This design comes from an exercise in tuning for small area, a short achievable clock period and few clock cycles per item on the open sky130 flow, not from production work. RTL that was checked went through simulation tests only; none was proved equivalent to the original. Power is estimated from default activity; no workload was simulated.

== onyx ==
Design idt_frame_decoder, start of the top module:
module idt_frame_decoder (
    input  wire        clk,
    input  wire        rst,         
    input  wire        tailoff,     
    input  wire        in_valid,
    input  wire [7:0]  in_data,
    input  wire        in_last,
    output wire        in_ready,
    output reg         res_valid,
    output wire [31:0] res_info,    
    output wire [31:0] res_crc,     
    output wire [31:0] res_len,     
    output wire [31:0] res_addr,    
    output wire [8:0]  rx_track,    
    output wire [15:0] rx_cnt       
);
Size in the first run: roughly 170 I/O pins.
export LEC_CHECK = 0
export CAP_MARGIN = 20
export CORE_MARGIN = 2
export CORE_UTILIZATION = 65
export CTS_BUF_LIST = sky130_fd_sc_hd__clkbuf_8
export SETUP_SLACK_MARGIN = 2.15
export SLEW_MARGIN = 20
create_clock -name core_clock -period 4.0 [get_ports {clk}]
standard.sh (not shown) runs the stock make flow with config.mk's settings and CLKGATE_MAP_FILE= SYNTH_SCRIPT=/design/flow/synth_recipe.tcl, a recipe that flattens the netlist after the stock synthesis.
==> flow/flow/run.sh <==
#!/bin/bash
set -euo pipefail
bash standard.sh BUFFER_PORTS_ARGS="-buffer_cell sky130_fd_sc_hd__buf_1" finish > flow_make.log 2>&1
In summary, onyx completed successfully, with a layout that passed the timing, DRC and antenna checks.
Testbench counts of onyx, summed over its fixed seeds: cycles 135,708, bytes 135,489.
What pepper does differently from onyx at the input level:
Settings: CORE_UTILIZATION changed from 65 to 55; SETUP_SLACK_MARGIN changed from 2.15 to 2.2.
==> comparison <==
pepper completed every stage of the flow, and the final layout passed the timing, DRC and antenna checks.
Compared with onyx, in pepper routed length on met3 went down; share of total power in the clock network decreased by 1.1 points relative to the old numbers; die area higher.
diff inputs: pepper => garnet
Settings: swapping 55 for 65 in CORE_UTILIZATION; swapping 2.2 for 2.1 in SETUP_SLACK_MARGIN.
==> flow/flow/run.sh <==
#!/bin/bash
set -euo pipefail
here=$(pwd)
bash standard.sh BUFFER_PORTS_ARGS="-buffer_cell sky130_fd_sc_hd__buf_1" \
    POST_GLOBAL_PLACE_TCL="$here/flow/post_gpl.tcl" finish > flow_make.log 2>&1
==> flow/flow/post_gpl.tcl (new file) <==
# Size up the buffers that buffer_ports put on the input ports.
set n 0
foreach port [get_ports -filter "direction == input"] {
  set pname [get_full_name $port]
  if {$pname eq "clk"} { continue }
  foreach pin [get_pins -of_objects [get_nets -of_objects $port]] {
    set inst [get_cells -of_objects $pin]
    set iname [get_full_name $inst]
    set master [get_property $inst ref_name]
    if {[string match "input*" $iname] && [string match "sky130_fd_sc_hd__buf_*" $master]} {
      replace_cell $inst sky130_fd_sc_hd__buf_4
      incr n
    }
  }
}
puts "post_gpl: sized up $n input port buffers"
[summary]
- garnet: STA-0100 in 3_3_place_gp -> run aborted
- As far as fraction of the yosys area taken by sequential cells goes, garnet and pepper are indistinguishable; the numbers are identical.
- On die boundary height: garnet sits below pepper.
- Per the comparison of garnet with pepper, number of rows in the core area lost 9.8%, adder and majority gate portion of the synthesized area neither gained nor lost much, combined area of all synthesized cells neither gained nor lost much, mux cell area share after synthesis neither gained nor lost much, gate count after technology mapping neither gained nor lost much.
- pepper -> garnet: share of the synthesized netlist area taken by xor and xnor gates delta 0, exact match
- Summary of the comparison: die width is lower in garnet, relative to pepper.
Input-level comparison between indigo and garnet:
==> flow/flow/run.sh <==
#!/bin/bash
set -euo pipefail
bash standard.sh BUFFER_PORTS_ARGS="-buffer_cell sky130_fd_sc_hd__buf_1" finish > flow_make.log 2>&1
removed: flow/flow/post_gpl.tcl
[summary]
- indigo vs. garnet: simple-gate share of the synthesized area level, number of standard-cell rows in the floorplan level, share of cell area taken by muxes after synthesis level, register bit count reported by yosys level.
- indigo ran to completion and came out clean on the timing, DRC and antenna checks.
- indigo against garnet: synthesized area per cell essentially unchanged, compound-cell area share of the yosys netlist stayed essentially flat, area after synthesis now sits at about the same level, proportion of synthesized chip area in sequential cells level, count of boundary I/O pins saw little to no change.
- Re synthesized instance count: no difference whatsoever between garnet and indigo.
- Reported for garnet and indigo, share of flip-flops with an asynchronous set or reset turned out identical to the last digit.

## the baseline
idt_frame_decoder, a different RTL version from the one above (not shown whole).
Size in the first run: about 170 I/O pins.
clock: 4.0 ns
lec_check: 0
cap_margin: 20
core_margin: 2
core_utilization: 40
cts_buf_list: sky130_fd_sc_hd__clkbuf_8
cts_cluster_size: 30
setup_slack_margin: 2.0
slew_margin: 20
==> flow/flow/run.sh <==
#!/bin/bash
set -euo pipefail
bash standard.sh BUFFER_PORTS_ARGS="-buffer_cell sky130_fd_sc_hd__buf_1" finish > flow_make.log 2>&1
--- input diff the baseline..the candidate ---
Settings: CTS_CLUSTER_SIZE no longer set, was 30.
### Flow results
From the baseline to the candidate the numbers moved as follows: count of inserted tapcells barely changed; number of flip-flops and latches barely changed; clock-buffer cell count barely changed.
Diff the baseline..the candidate | via count | unchanged
Compared the candidate against the baseline; minimum clock period after layout within noise.
As far as routing usage on met3 goes, the baseline and the candidate are indistinguishable; the numbers are identical.
Function was not checked in any run of this note: the RTL went through the layout flow alone.

Setup of exp/lagoon:
Another version of the RTL of idt_frame_decoder (not shown whole).
Size: about 550 cells after synthesis, roughly 160 flip-flops, roughly 170 I/O pins, ~6800 sq um of cells after synthesis.
## idt_frame_decoder
module idt_frame_decoder (
    input  wire        clk,
    input  wire        rst,         
    input  wire        tailoff,     
    input  wire        in_valid,
    input  wire [7:0]  in_data,
    input  wire        in_last,
    output wire        in_ready,
    output reg         res_valid,
    output wire [31:0] res_info,    
    output wire [31:0] res_crc,     
    output wire [31:0] res_len,     
    output wire [31:0] res_addr,    
    output wire [8:0]  rx_track,    
    output wire [15:0] rx_cnt       
);
    localparam [2:0] C_OK = 3'd0, C_NO_DELIM = 3'd1, C_BAD_LEN = 3'd2,
                     C_BAD_CRC = 3'd3, C_BAD_COMPL = 3'd4, C_SEQ_ERR = 3'd5;
    localparam [1:0] T_NONE = 2'd0, T_HEAD = 2'd1, T_DATA = 2'd2, T_TAIL = 2'd3;
    function [15:0] crc_table;
        input [7:0] i;
        integer k;
        reg [15:0] r;
        begin
            r = {i, 8'h00};
            for (k = 0; k < 8; k = k + 1)
                r = r[15] ? ((r << 1) ^ 16'h1021) : (r << 1);
            crc_table = r;
        end
    endfunction
    function [15:0] crc_step;
        input [15:0] c;
        input [7:0]  b;
        begin
            crc_step = {c[7:0], 8'h00} ^ crc_table(c[15:8] ^ b);
        end
    endfunction
    reg         fresh;           
    reg  [10:0] q;
    reg         qz, qh;          
    reg         hd;              
    reg         da, ed;          
    reg         cs;              
    reg  [7:0]  n;               
    reg         co;              
    reg  [15:0] acc;             
    reg  [7:0]  d1, d2;          
    reg  [63:0] hl;              
    reg  [7:0]  rx_exp;
    reg         rx_inxfer;
    reg  [15:0] rx_count;
  ...
Settings: LEC_CHECK=0, CAP_MARGIN=20, CORE_MARGIN=2, CORE_UTILIZATION=40, CTS_BUF_LIST=sky130_fd_sc_hd__clkbuf_8, SETUP_SLACK_MARGIN=1.85, SLEW_MARGIN=20; clock period 4.0 ns.
Scripts as last shown in full above: flow/flow/run.sh
Testbench counts of exp/lagoon, summed over its fixed seeds: cycles 135,708, bytes 135,489.
What exp/juniper does differently from exp/lagoon at the input level:
Settings: CORE_UTILIZATION: 40 -> 65; SETUP_SLACK_MARGIN: 1.85 -> 2.0.
Results
Comparing routed wirelength normalized by instance count for exp/lagoon and exp/juniper, the bigger number came from exp/juniper. In summary, exp/juniper completed successfully, with a layout that passed the timing, DRC and antenna checks. exp/juniper vs exp/lagoon, critical path class: reg2reg vs reg2out. The lower cell count came out of exp/juniper. exp/juniper vs. exp/lagoon: net switching share of the total power went up, final hold slack neither gained nor lost much. Routing usage on met1 sits higher in exp/juniper than in exp/lagoon. Final setup slack of the worst path (exp/juniper over exp/lagoon): increase, 0.12 ns. Diff exp/lagoon and exp/juniper: post-route clock period utilization higher in exp/lagoon. Compared with exp/lagoon, exp/juniper ends up with a larger final cell area.
Input-level comparison between exp/harbor and exp/juniper:
Settings: CORE_UTILIZATION now 40, was 65.
==> comparison <==
- Proportion of power drawn by the clock network (lower): exp/harbor
- exp/harbor leaves less setup margin than exp/juniper.
- Any difference in fraction of the cycle the final worst path needs between exp/juniper and exp/harbor is small enough to ignore.
- When exp/harbor is set beside exp/juniper, its power turns out to be 50 uW smaller.
- Combinational group power ends up lower on exp/juniper.
- Cmp exp/harbor and exp/juniper / wire length of the first global-routing pass / higher: exp/harbor
- From exp/juniper to exp/harbor the numbers moved as follows: synthesis-to-finish area growth increased by 3.6 points relative to the old numbers, non-clock buffer count increased by 18 relative to the old numbers, net switching component of the power decreased by 36 uW relative to the old numbers.
- Per the comparison of exp/harbor with exp/juniper, sequential fraction of design power grew by 0.9 points; clock group total power now smaller.
Here is what was changed in the inputs of exp/zinc compared with exp/harbor.
Settings: changing CORE_UTILIZATION from 40 to 65; setting TNS_END_PERCENT to 5 for the first time.
Results
- From exp/harbor to exp/zinc the numbers moved as follows: non-clock buffer count shrank by 16%, internal power now larger, total length of routed met3 wires went up 110 um, power increased by 0.36% relative to the old numbers.

wip/amber:
idt_frame_decoder, a different RTL version from the one above (not shown whole).
Size in the first run: roughly 530 cells after synthesis, about 150 flip-flops.
clock: 4.0 ns
lec_check: 0
cap_margin: 20
core_margin: 2
core_utilization: 40
cts_buf_list: sky130_fd_sc_hd__clkbuf_8
setup_slack_margin: 2.0
slew_margin: 20
Scripts as last shown in full above: flow/flow/run.sh
Having completed the whole flow, wip/amber delivered a layout that passed the timing, DRC and antenna checks.
diff inputs: wip/amber => wip/xenon
- swapping 2.0 for 1.85 in SETUP_SLACK_MARGIN
==> run summary <==
Routed metal-1 wirelength was higher in the run labelled wip/xenon. Net load switching power up 1.6% in wip/xenon wrt wip/amber. wip/xenon — final area 3.2% lower, wip/amber as reference. Summary of wip/xenon over wip/amber: remaining antenna violation count ~0 delta, worst IR drop on VDD went up. Delta (wip/xenon minus wip/amber): area growth from synthesis to final layout lost 4.5 points; clock tree skew after final layout neither gained nor lost much; worst setup slack picked up an extra 0.0059 ns; maximum fanout along the worst path lost 1; part of the power in combinational logic lost 1.0 points.
No functional check of the RTL was part of any run of this note.

==> static timing again, ports no longer ideal <==
No port has a modelled driver above. Below, the same layouts with a new extraction and two added sets of constraints. Step 1 assumes that a clkbuf_16 drives the clock port and a buf_2 every other input. Step 2 moves the port delays by t, midway between the first and last clock arrival at a register: inputs arrive t later, outputs are due t later. That takes back most of the time a late clock gives input paths. a / b / c = no drivers / after step 1 / after step 2; a / b = the first two.
| run | t, ns | setup slack, ns | hold slack, ns | worst setup path after step 2 | pins driven straight from the clock port |
|---|---|---|---|---|---|
| onyx | 0.498 | 2.112 / 2.126 / 1.628 | 0.336 / 0.336 / 0.336 | input to register | 1 |
| pepper | 0.492 | 2.132 / 2.132 / 1.762 | 0.350 / 0.350 / 0.350 | input to register | 1 |
| indigo | 0.485 | 2.146 / 2.108 / 1.725 | 0.339 / 0.339 / 0.339 | input to register | 1 |
| the baseline | 0.489 | 1.931 / 1.913 / 1.514 | 0.483 / 0.483 / 0.483 | input to register | 1 |
| the candidate | 0.489 | 1.931 / 1.913 / 1.514 | 0.483 / 0.483 / 0.483 | input to register | 1 |
| exp/lagoon | 0.481 | 1.813 / 1.775 / 1.415 | 0.496 / 0.496 / 0.496 | input to register | 1 |
| exp/juniper | 0.484 | 1.930 / 1.919 / 1.495 | 0.495 / 0.495 / 0.495 | input to register | 1 |
| exp/harbor | 0.481 | 1.925 / 1.886 / 1.501 | 0.492 / 0.492 / 0.492 | input to register | 1 |
| exp/zinc | 0.477 | 1.936 / 1.901 / 1.505 | 0.495 / 0.495 / 0.495 | input to register | 1 |
| wip/amber | 0.502 | 1.613 / 1.613 / 1.457 | 0.490 / 0.490 / 0.490 | input to register | 1 |
| wip/xenon | 0.506 | 1.619 / 1.619 / 1.404 | 0.478 / 0.478 / 0.478 | input to register | 1 |
After both steps every run listed still meets setup and hold. For onyx, which loses most, drivers alone change the setup slack by +0.014 ns; drivers and shift together by -0.484 ns.
